From an optimization exercise on the open Yosys and OpenROAD flow, aimed at small area, a short achievable clock period and few clock cycles per item; shortcuts taken in it are not production practice. Where RTL was checked, it was by simulation tests only, not by an equivalence proof against the original. Function not checked in run 2: the RTL went through the layout flow alone. Power and IR drop assume default switching activity.

==> flow/design.v <==
module rgbe_channel (
    input  wire [7:0]  m,
    input  wire [7:0]  e,
    input  wire        mode,
    output reg  [7:0]  rot,      
    output wire        inc,      
    output wire [1:0]  top,      
    output wire [7:0]  ex        
);
    integer k, i;
    wire nz  = |m;
    wire all = &m;
    wire [7:0] z;
    assign z[0] = 1'b1;
    genvar g;
    generate
        for (g = 1; g < 8; g = g + 1) begin : g_z
            assign z[g] = (m[7:8-g] == 0);
        end
    endgenerate
    reg [2:0] lz;
    always @(*) begin
        lz = 3'd7;
        for (k = 6; k >= 0; k = k - 1)
            if (z[k] && m[7-k]) lz = k[2:0];
        lz = lz;
    end
    wire [9:0] eq;
    generate
        for (g = 0; g < 10; g = g + 1) begin : g_eq
            assign eq[g] = (e == g);
        end
    endgenerate
    wire ebig = (e[7:4] != 4'd0) | (e[3:1] == 3'b101) | (e[3:2] == 2'b11);
    wire [7:0] ge;
    assign ge[7] = ebig;
    assign ge[6] = ebig;
    assign ge[5] = ge[6] | eq[9];
    assign ge[4] = ge[5] | eq[8];
    assign ge[3] = ge[4] | eq[7];
    assign ge[2] = ge[3] | eq[6];
    assign ge[1] = ge[2] | eq[5];
    assign ge[0] = ge[1] | eq[4];
    wire [7:0] a;
    generate
        for (g = 0; g < 8; g = g + 1) begin : g_a
            wire lzk = z[g] & m[7-g];
            wire tail = (g + 3 <= 9) ? (eq[(g + 3) % 10] & z[g]) : 1'b0;
            wire low  = (g >= 5) ? eq[(g + 3) % 8] : 1'b0;
            assign a[g] = !all & ((lzk & ge[g]) | tail | low);
        end
    endgenerate
    reg normal;
    always @(*) begin
        normal = (ebig & nz) | (all & !eq[0] & !eq[1]);
        for (k = 3; k <= 9; k = k + 1)
            normal = normal | (eq[k] & !z[k - 2]);
    end
    always @(*) begin
        rot = 8'd0;
        for (k = 0; k < 8; k = k + 1)
            for (i = 0; i < 8; i = i + 1)
                rot[i] = rot[i] | (a[k] & m[(i - k + 8) % 8]);
    end
    wire fix = mode & (((m[7:6] == 2'b01) & m[0] & eq[3]) |
                       (m[7] & ((eq[2] & (m[1:0] == 2'b10)) |
                                (eq[1] & (m[2:0] == 3'b101)) |
                                (eq[0] & (m[3:0] == 4'b1011)))));
    assign inc = rot[7] | fix;
    assign top = {(rot[6] & !eq[0] & !eq[1]) | (all & eq[1]),
                  (rot[5] & !eq[0]) | (all & eq[0])};
    wire [3:0] kk = all ? 4'd1 : {1'b0, lz} + 4'd2;
    assign ex = normal ? (e - {4'd0, kk}) : 8'd0;
endmodule
module rgbe_round (
    input  wire [7:0]  rot,
    input  wire        inc,
    input  wire [1:0]  top,
    input  wire [7:0]  ex,
    output wire [31:0] f
);
    wire [7:0] lo;
    genvar g;
    generate
        for (g = 0; g < 8; g = g + 1) begin : g_lo
            if (g == 0) begin : g_b0
                assign lo[g] = rot[g] ^ inc;
            end else begin : g_bn
                assign lo[g] = rot[g] ^ (inc & (&rot[g-1:0]));
            end
        end
    endgenerate
    assign f = {1'b0, ex, top, rot[4:0], rot, lo};
endmodule
module rgbe2rgba (
    input  wire        clk,
    input  wire        rst,         
    input  wire        in_valid,
    output wire        in_ready,
    input  wire [31:0] in_rgbe,     
    input  wire        in_mode,     
    output wire        out_valid,
    input  wire        out_ready,
    output wire [31:0] out_r,
    output wire [31:0] out_g,
    output wire [31:0] out_b,
    output wire [31:0] out_a
);
    localparam [31:0] ONE = 32'h3F800000;
    wire [7:0] rot_r, rot_g, rot_b;
    wire       inc_r, inc_g, inc_b;
    wire [1:0] top_r, top_g, top_b;
    wire [7:0] ex_r, ex_g, ex_b;
    rgbe_channel u_r (.m(in_rgbe[7:0]),   .e(in_rgbe[31:24]), .mode(in_mode),
                      .rot(rot_r), .inc(inc_r), .top(top_r), .ex(ex_r));
    rgbe_channel u_g (.m(in_rgbe[15:8]),  .e(in_rgbe[31:24]), .mode(in_mode),
                      .rot(rot_g), .inc(inc_g), .top(top_g), .ex(ex_g));
    rgbe_channel u_b (.m(in_rgbe[23:16]), .e(in_rgbe[31:24]), .mode(in_mode),
                      .rot(rot_b), .inc(inc_b), .top(top_b), .ex(ex_b));
    reg        s1_valid;
    reg [18:0] s1_r, s1_g, s1_b;    
    wire s1_load = !s1_valid || out_ready;
    assign in_ready = s1_load;
    always @(posedge clk) begin
        if (rst) begin
            s1_valid <= 1'b0;
        end else if (s1_load) begin
            s1_valid <= in_valid;
        end
        if (s1_load) begin
            s1_r <= {ex_r, top_r, inc_r, rot_r};
            s1_g <= {ex_g, top_g, inc_g, rot_g};
            s1_b <= {ex_b, top_b, inc_b, rot_b};
        end
    end
    rgbe_round v_r (.rot(s1_r[7:0]), .inc(s1_r[8]), .top(s1_r[10:9]), .ex(s1_r[18:11]), .f(out_r));
    rgbe_round v_g (.rot(s1_g[7:0]), .inc(s1_g[8]), .top(s1_g[10:9]), .ex(s1_g[18:11]), .f(out_g));
    rgbe_round v_b (.rot(s1_b[7:0]), .inc(s1_b[8]), .top(s1_b[10:9]), .ex(s1_b[18:11]), .f(out_b));
    assign out_valid = s1_valid;
    assign out_a = ONE;
endmodule
==> flow/flow/run.sh <==
#!/bin/bash
# The standard layout with two changes:
#  1. after the standard synthesis, the combinational gates are re-mapped
#     for area by ABC's default script (flow/resynth.tcl); every register and
#     tie cell keeps its instance name and cell type;
#  2. the port buffers that global placement inserts use the small
#     sky130_fd_sc_hd__buf_1 instead of the cell the resizer picks by default.
# Timing repair, CTS, routing and the rest are ORFS's own (the standard.sh).
set -euo pipefail
here=$(pwd)
res=$here/orfs/results/$FLOW_PLATFORM/rgbe2rgba/base
bash standard.sh synth > standard_synth.log 2>&1
cp $res/1_2_yosys.v $here/std_1_2_yosys.v
RESYNTH_LIB=$FLOW_HOME/platforms/sky130hd/lib/sky130_fd_sc_hd__tt_025C_1v80.lib \
RESYNTH_IN=$here/std_1_2_yosys.v RESYNTH_OUT=$here/resynth.v \
  $FLOW_HOME/../tools/install/yosys/bin/yosys -c $here/flow/resynth.tcl > resynth.log 2>&1
if grep -E '^\s*(wire|input|output|reg)\b' resynth.v | sed 's/\[[0-9]*:[0-9]*\]//' | grep -q '[/:]'; then
  echo "resynth: bad net name" >&2; exit 1
fi
cp $here/resynth.v $res/1_2_yosys.v
rm -f $res/1_synth.odb $res/1_synth.sdc
bash standard.sh "BUFFER_PORTS_ARGS=-buffer_cell sky130_fd_sc_hd__buf_1" finish > standard.log 2>&1
==> flow/flow/resynth.tcl <==
# Re-map the combinational logic of the standard synthesis netlist for area.
# Every flip-flop and tie cell is kept as it is (same instance name and cell
# type); only the gates between them are re-mapped for area by ABC (deepsyn, then dch and nf with area recovery).
yosys -import
set lib $::env(RESYNTH_LIB)
read_liberty -wb -ignore_miss_func $lib
blackbox =sky130_fd_sc_hd__edfxtp_1 =sky130_fd_sc_hd__dfxtp_1 =sky130_fd_sc_hd__conb_1
read_verilog $::env(RESYNTH_IN)
hierarchy -top $::env(FLOW_TOP)
flatten -wb
opt -purge
abc -script "+strash;&get,-n;&deepsyn,-T,30;&dch,-f;&nf,-R,1000;&put" -liberty $lib -dont_use *lpflow* -dont_use *probe* -dont_use *clkdly* -dont_use *dlygate* -dont_use *dlymetal*
opt_clean -purge
setundef -zero
hilomap -singleton -hicell sky130_fd_sc_hd__conb_1 HI -locell sky130_fd_sc_hd__conb_1 LO
splitnets
opt_clean -purge
insbuf -buf sky130_fd_sc_hd__buf_4 A X
opt_clean -purge
stat -liberty $lib
write_verilog -noattr -noexpr -nohex -nodec $::env(RESYNTH_OUT)
==> flow/standard.sh <==
#!/bin/bash
# synth_recipe.tcl (not shown) runs the flow's synth.tcl, then flattens the netlist and writes it again
# the make line also repeats each setting of config.mk as NAME=value (left out here)
make -C /OpenROAD-flow-scripts/flow DESIGN_CONFIG=/design/flow/config.mk WORK_HOME=/design/flow/orfs CLKGATE_MAP_FILE= SYNTH_SCRIPT=/design/flow/synth_recipe.tcl "${@:-finish}"
==> flow/config.mk <==
export PLATFORM = sky130hd
export DESIGN_NAME = rgbe2rgba
export DESIGN_NICKNAME = rgbe2rgba
export VERILOG_FILES = /design/flow/design.v
export SDC_FILE = /design/flow/constraint.sdc
export NUM_CORES = 4
export LEC_CHECK = 0
export ABC_AREA = 1
export CAP_MARGIN = 20
export CORE_MARGIN = 2
export CORE_UTILIZATION = 40
export CTS_BUF_LIST = sky130_fd_sc_hd__clkbuf_4 sky130_fd_sc_hd__clkbuf_8
export SETUP_SLACK_MARGIN = 3.3
export SLEW_MARGIN = 20
==> flow/constraint.sdc <==
create_clock -name core_clock -period 7.0 [get_ports {clk}]
set_input_delay 1.4000 -clock core_clock [delete_from_list [all_inputs] [get_ports {clk}]]
set_output_delay 1.4000 -clock core_clock [all_outputs]
set_load 0.01 [all_outputs]
==> results.json, run 1 <==
{
  "finalNonFillerCells": 860,
  "start_util_pct": 40.9,
  "hold_path_class": "register to register",
  "drc": 0,
  "dpl.cell_count": 772,
  "antenna_found_initial": 0,
  "reg2reg_to": "s1_b[4]",
  "fp.dieW_um": 112,
  "vdd_drop_max_mv": 0.104,
  "drt_pre_antenna_iters": 10,
  "ant_nets": 0,
  "crit_path_cell_trace": "buf_12 > or2_4 > or4_4 > nor2_4 > nor3_4 > xnor2_2 > a21oi_2 > a21boi_1 > nor2_1 > o31a_1 > a21oi_4 > or3_4 > xnor2_2 > nor2_1",
  "insertion_delay_ns": 0.34,
  "crit_path_start_kind": "input port",
  "grt_pass1_vias": 4293,
  "port_buffers": 131,
  "cpPeakStageDelay_ns": 0.44,
  "htree_levels": 3,
  "io_pins": 167,
  "diodes": 0,
  "hold_end": "s1_valid",
  "fin_ws_ns": 3.17,
  "area_delta_synth_final_pct": 40.3,
  "worstPathMaxFanout": 4,
  "worstMarginPinSlew_ns": 0.805,
  "ctsHoldBuffers": 0,
  "totalWireLength_um": 15100,
  "slew_violations": 0,
  "row_count": 39,
  "drive_gt1_share_pct": 29.7,
  "critical_path.top_delay_family": "simple AND/OR/NAND/NOR gates",
  "grt-ovfl-total": 0,
  "clk_path_buf_depth": 2,
  "hold_depth": 3,
  "grt_max_degree": 59,
  "power.share.combinational_pct": 29.7,
  "status": "timing/DRC/antenna clean",
  "finClkSkew_ns": 0.00509,
  "place_congestion": 0.923,
  "sw_frac_of_total_pct": 32.1,
  "rrSetupSlack_ns": 5.63,
  "worstRegToRegCells": 2,
  "fin_crit_sh_pct": 54.7,
  "hold_viol": 0,
  "p_int_uw": 760,
  "reg2reg_from": "s1_valid",
  "arrival_ns": 3.90,
  "drtIter0Drc": 562,
  "yosys_warnings": 2,
  "nets": 749,
  "routed-via-count": 4943,
  "required_ns": 7.07,
  "postSynthCellCount": 538,
  "slowest_stage": "or4_4",
  "viasPerCell": 5.75,
  "finalSetupTns_ns": 0,
  "wire_per_inst_um": 17.5,
  "p_leak_nw": 2.47,
  "core-area_sq_um": 11400,
  "period_minus_slack_ns": 3.83,
  "max_freq_mhz": 261,
  "syn_area_per_cell_sq_um": 8.64,
  "setup_viol": 0,
  "register_area_sq_um": 1730,
  "syn_area_sq_um": 4650,
  "crit_path_end_kind": "register",
  "worstHoldStart": "s1_valid",
  "cts_sinks": 58,
  "switchingPower_uw": 360,
  "grt_pass1_wl_um": 22600,
  "cts_tree": "built",
  "pwr-share-seq_pct": 40.7,
  "dieArea_sq_um": 12500,
  "fill_cells": 1046,
  "rsz0062_at_grt": "yes",
  "die_y_um": 112,
  "crit_type": "input port to register",
  "maxSlewHeadroom_pct": 46.3,
  "multi_input_area_sq_um": 3050,
  "drv_cap": 0,
  "numCtsBuffers": 9,
  "crit_buf_inv": 1,
  "power.density_nw_per_um2": 172,
  "hpwl_um": 9990,
  "path_clk_slew_ns": 0.07,
  "clockRootBuffer": "clkbuf_8",
  "track_usage_pct": 22.6,
  "clkPwrFrac_pct": 29.6,
  "dp_slack_ns": 2.18
}
==> final cells by class <==
cell class | instances | area share (%)
repair buffers | 204 | 19.8
flip-flops and latches | 58 | 26.5
clock buffers | 9 | 1.90
clock inverters | 7 | 1.29
multi-input cells | 425 | 46.7
inverters | 14 | 0.959
well taps | 143 | 2.74
==> sequential cells by signal, indices dropped and copies added, names as in the netlist <==
signal and count:
s1_b 19, s1_g 19, s1_r 19, s1_valid 1
==> tightest hold or removal path, cell delays in order, from the launching register on <==
cell and delay, ns:
dfxtp_1 0.35, nand2b_2 0.06, buf_4 0.35, a21oi_1 0.22
==> power groups by stage <==
stage               registers [mW]  clock network (mW)  logic [mW]
detailed placement           0.463                   0       0.266
floorplan                    0.472                   0       0.192
global placement             0.462                   0       0.267
finish                       0.456               0.331       0.333
global route                 0.461               0.356       0.361
CTS                          0.456               0.339       0.293
==> per-layer routing <==
layer | GRT usage, % | vias to the layer above | routed length, um
met5 | 0 | - | 0
met2 | 34.9 | 329 | 7040
met4 | 9.22 | 0 | 373
li1 | - | 2287 | -
met3 | 3.16 | 33 | 1360
met1 | 31.9 | 2294 | 6300
==> metrics by stage <==
| step | instance area, sq um | util [%] | hold slack [ns] | power, mW |
|---|---|---|---|---|
| 2_1_floorplan | 4920 | - | 1.29 | 0.663 |
| 3_3_place_gp | 5040 | 44.3 | 1.01 | 0.729 |
| 3_5_place_dp | 5040 | 44.3 | 1.01 | 0.728 |
| 4_1_cts | 5810 | 51.1 | 1.04 | 1.09 |
| 5_1_grt | 6520 | 57.4 | 1.09 | 1.18 |
| 6_report | 6520 | 57.4 | 1.01 | 1.12 |
==> cell usage in the layout (no fill, tap or decap), types with 15 or more instances in the layout <==
| cell | n |
|---|---|
| a21oi_1 | 33 |
| a222oi_1 | 33 |
| a22oi_1 | 15 |
| buf_1 | 100 |
| buf_4 | 72 |
| conb_1 | 35 |
| edfxtp_1 | 57 |
| nand2_1 | 35 |
| nand3_1 | 18 |
| nor2_1 | 71 |
| xnor2_1 | 21 |
==> worst max path at each step <==
stage / from / end / slack, ns / depth (start not counted)
floorplan: in_rgbe[6] / s1_r[17] / 3.06 / 13
global placement: in_rgbe[1] / s1_r[18] / 2.14 / 15
detailed placement: in_rgbe[1] / s1_r[18] / 2.18 / 15
CTS: in_rgbe[7] / s1_r[17] / 3.18 / 14
global route: in_rgbe[7] / s1_r[17] / 3.02 / 14
finish: in_rgbe[7] / s1_r[17] / 3.17 / 14
==> repair_timing <==
item | in CTS | in global routing
setup buffers | 27 | 45
pin swaps | 22 | 47
setup endpoints to repair | 55 | 32
resized for setup | 106 | 87
Testbench counts, summed over its fixed seeds: cycles 32,008, items 32,000.
==> run 2, diff against run 1 <==
--- a/flow/design.v
+++ b/flow/design.v
@@ -43,11 +43,2 @@
     assign ge[0] = ge[1] | eq[4];
-    wire [7:0] a;
-    generate
-        for (g = 0; g < 8; g = g + 1) begin : g_a
-            wire lzk = z[g] & m[7-g];
-            wire tail = (g + 3 <= 9) ? (eq[(g + 3) % 10] & z[g]) : 1'b0;
-            wire low  = (g >= 5) ? eq[(g + 3) % 8] : 1'b0;
-            assign a[g] = !all & ((lzk & ge[g]) | tail | low);
-        end
-    endgenerate
     reg normal;
@@ -58,8 +49,10 @@
     end
-    always @(*) begin
-        rot = 8'd0;
-        for (k = 0; k < 8; k = k + 1)
-            for (i = 0; i < 8; i = i + 1)
-                rot[i] = rot[i] | (a[k] & m[(i - k + 8) % 8]);
-    end
+    wire [7:0] n1 = lz[2] ? {m[3:0], 4'd0} : m;
+    wire [7:0] n2 = lz[1] ? {n1[5:0], 2'd0} : n1;
+    wire [7:0] n3 = lz[0] ? {n2[6:0], 1'd0} : n2;
+    wire [2:0] esub = e[2:0] + 3'd5;
+    wire [7:0] s1 = esub[2] ? {m[3:0], m[7:4]} : m;
+    wire [7:0] s2 = esub[1] ? {s1[5:0], s1[7:6]} : s1;
+    wire [7:0] s3 = esub[0] ? {s2[6:0], s2[7]} : s2;
+    always @(*) rot = all ? 8'd0 : (normal ? n3 : s3);
     wire fix = mode & (((m[7:6] == 2'b01) & m[0] & eq[3]) |
@@ -69,4 +62,4 @@
     assign inc = rot[7] | fix;
-    assign top = {(rot[6] & !eq[0] & !eq[1]) | (all & eq[1]),
-                  (rot[5] & !eq[0]) | (all & eq[0])};
+    assign top = {(eq[0] | eq[1]) ? (all & eq[1]) : rot[6],
+                  eq[0] ? all : rot[5]};
     wire [3:0] kk = all ? 4'd1 : {1'b0, lz} + 4'd2;
--- a/flow/flow/resynth.tcl
+++ b/flow/flow/resynth.tcl
@@ -2,3 +2,3 @@
 # Every flip-flop and tie cell is kept as it is (same instance name and cell
-# type); only the gates between them are re-mapped for area by ABC (deepsyn, then dch and nf with area recovery).
+# type); only the gates between them are re-mapped by ABC's default script.
 yosys -import
@@ -11,3 +11,3 @@
 opt -purge
-abc -script "+strash;&get,-n;&deepsyn,-T,30;&dch,-f;&nf,-R,1000;&put" -liberty $lib -dont_use *lpflow* -dont_use *probe* -dont_use *clkdly* -dont_use *dlygate* -dont_use *dlymetal*
+abc -liberty $lib -dont_use *lpflow* -dont_use *probe* -dont_use *clkdly* -dont_use *dlygate* -dont_use *dlymetal*
 opt_clean -purge
--- a/flow/config.mk
+++ b/flow/config.mk
@@ -11,3 +11,2 @@
 export CORE_UTILIZATION = 40
-export CTS_BUF_LIST = sky130_fd_sc_hd__clkbuf_4 sky130_fd_sc_hd__clkbuf_8
 export SETUP_SLACK_MARGIN = 3.3
==> results.json, run 2 <==
{
  "cts_sinks": 58,
  "row_count": 42,
  "hold_path_class": "register to register",
  "grt_pass1_wl_um": 25100,
  "syn_area_per_cell_sq_um": 8.79,
  "syn_area_sq_um": 5400,
  "rsz0062_at_grt": "yes",
  "switchingPower_uw": 429,
  "slew_violations": 0,
  "crit_path_end_kind": "register",
  "grt-ovfl-total": 0,
  "numCtsBuffers": 9,
  "dpl.cell_count": 884,
  "placed_area_sq_um": 5780,
  "pwr-share-seq_pct": 33.4,
  "worstPathMaxFanout": 16,
  "worstMarginPinSlew_ns": 0.726,
  "drive_gt1_share_pct": 17.6,
  "crit_path_start_kind": "input port",
  "crit_path_cell_trace": "buf_2 > nand2b_2 > and2_1 > buf_4 > mux4_2 > mux2i_1 > a211oi_2 > mux2_4",
  "track_usage_pct": 21.6,
  "p_int_uw": 953,
  "critical_path.top_delay_family": "multiplexers",
  "power.share.combinational_pct": 28.9,
  "drtIter0Drc": 460,
  "cpPeakStageDelay_ns": 0.55,
  "wire_per_inst_um": 17.3,
  "core-area_sq_um": 13200,
  "dp_slack_ns": 2.21,
  "rrSetupSlack_ns": 5.83,
  "antenna_found_initial": 0,
  "htree_levels": 3,
  "busiest_layer": "met2",
  "setup_viol": 0,
  "final_cell_mix": "buf_1, nand2_1, edfxtp_1",
  "vdd_drop_max_mv": 0.119,
  "gr-usage-met2_pct": 35.7,
  "crit_cells": 8,
  "viasPerCell": 5.78,
  "clockRootBuffer": "clkbuf_16",
  "power.density_nw_per_um2": 204,
  "arrival_ns": 3.79,
  "grt_use_met1_pct": 28.7,
  "slowest_stage": "mux4_2",
  "path_clk_slew_ns": 0.05,
  "drc": 0,
  "insertion_delay_ns": 0.34,
  "drt_pre_antenna_iters": 5,
  "layout_commonest_cell": "buf_1",
  "crit_end": "s1_g[9]",
  "p_leak_nw": 2.55,
  "period_minus_slack_ns": 3.70,
  "reg2reg_from": "s1_valid",
  "max_freq_mhz": 270,
  "area_delta_synth_final_pct": 25.6,
  "grt_pass1_vias": 4919,
  "totalWireLength_um": 16200,
  "maxSlewHeadroom_pct": 51.5,
  "dieArea_sq_um": 14400,
  "status": "timing/DRC/antenna clean",
  "stdcell_area_sq_um": 6780,
  "cts_tree": "built",
  "clkPwrFrac_pct": 37.7,
  "postSynthCellCount": 614,
  "fp.dieW_um": 120,
  "place_congestion": 0.946,
  "finalSetupTns_ns": 0,
  "finClkSkew_ns": 0.00636,
  "die_y_um": 120,
  "drv_cap": 0,
  "port_buffers": 131,
  "required_ns": 7.08,
  "sw_frac_of_total_pct": 31.0,
  "routed-via-count": 5385,
  "io_pins": 167,
  "finalPower_mw": 1.38,
  "grt_max_degree": 60,
  "fin_crit_sh_pct": 52.9,
  "ant_nets": 0,
  "start_util_pct": 40.9,
  "crit_type": "input port to register",
  "hold_viol": 0,
  "fin_ws_ns": 3.30,
  "worstRegToRegCells": 2,
  "diodes": 0,
  "largestRegisters": "s1_b: 19 flops, s1_g: 19 flops, s1_r: 19 flops",
  "nets": 788,
  "critPathLaunch": "in_rgbe[25]",
  "clk_path_buf_depth": 2,
  "hpwl_um": 11000,
  "crit_buf_inv": 2,
  "use_met3_pct": 3.56,
  "finalNonFillerCells": 932,
  "reg2reg_to": "s1_b[6]",
  "yosys_warnings": 2,
  "ctsHoldBuffers": 0
}
## run 2: cell types whose count changed in the layout (fill, tap and decap cells not counted), sizes merged, moves of 8 or more
cell,previous run,this run
buf,196,152
mux2i,0,42
nor2,89,47
nand2,38,77
a222oi,33,1
o21ai,18,38
a31oi,0,15
a211oi,4,13
a22oi,15,7
mux4,0,8
nor3,23,15
## run 2: worst min path at each step
stage | startpoint | endpoint | slack, ns | depth (start not counted)
final | s1_valid | s1_valid | 0.94 | 3
after CTS | s1_valid | s1_r[6] | 0.90 | 2
after global placement | s1_valid | s1_valid | 0.97 | 3
after floorplan | s1_valid | s1_valid | 1.29 | 2
after global routing | s1_valid | s1_r[15] | 1.01 | 2
after detailed placement | s1_valid | s1_valid | 1.0 | 3
## run 2: metal layers
metal | vias to the layer above | part of all wire [%]
li1 | 2512 | -
met1 | 2549 | 42
met2 | 302 | 48
met3 | 22 | 8.3
met4 | 0 | 1.5
met5 | - | 0
## run 2: final cells by class
class,instances,area (sq um)
Clock buffer,11,253
Sequential cell,58,1730
Fill cell,1218,6410
Inverter,11,43.8
Multi-Input combinational cell,508,3600
Timing Repair Buffer,163,830
Clock inverter,5,100
Tap cell,176,220
## run 2: metrics by stage
stage | utilization (%) | hold slack [ns]
after CTS | 50.0 | 0.896
after detailed placement | 43.8 | 0.996
after global routing | 51.4 | 1.01
after floorplan | - | 1.29
final | 51.4 | 0.939
after global placement | 43.8 | 0.973
## run 2: worst min-delay path, cell delays in order, from the launching register on
cell	delay [ns]
dfxtp_1	0.33
nand2b_2	0.06
clkbuf_8	0.30
a21oi_1	0.20
## run 2: power by group through the flow
stage	sequential [mW]	clock, mW	combinational (mW)
after global routing	0.468	0.538	0.434
after detailed placement	0.469	0	0.353
after CTS	0.462	0.527	0.382
after global placement	0.467	0	0.350
final	0.462	0.520	0.400
after floorplan	0.478	0	0.266
## run 2: what timing repair did
action | CTS | global route
endpoints found under the hold margin | 0 | 0
buffers inserted | 20 | 8
endpoints found under the setup margin | 52 | 42
pin swaps | 13 | 6
cloned | 4 | 0
gates resized for setup | 70 | 35

-- port drivers added, routing unchanged --
The flow's constraints put no driver on any port. The routed layouts listed below were extracted and timed again, unchanged, in two steps. Step 1 (the two cells are an assumption about what drives the block):
set clk [get_ports {clk}]
set_driving_cell -lib_cell sky130_fd_sc_hd__clkbuf_16 $clk
set_driving_cell -lib_cell sky130_fd_sc_hd__buf_2 [delete_from_list [all_inputs] $clk]
Step 2, shift: input delay + t, output delay - t, t = (earliest + latest rising clock arrival at the registers) / 2. This alone moves slack from input paths to output paths. Three values: ideal, step 1, step 2; two values: the first two.
run	t (ns)	setup slack, ns	worst register clock-pin slew, ns	cell pins on the clock port's net
run 1	0.372	3.174 / 3.159 / 2.787	0.07 / 0.07	1
run 2	0.369	3.295 / 3.310 / 2.941	0.06 / 0.06	1
After both steps every run listed still meets setup and hold. For run 1, which loses most, drivers alone change the setup slack by -0.015 ns; drivers and shift together by -0.387 ns.
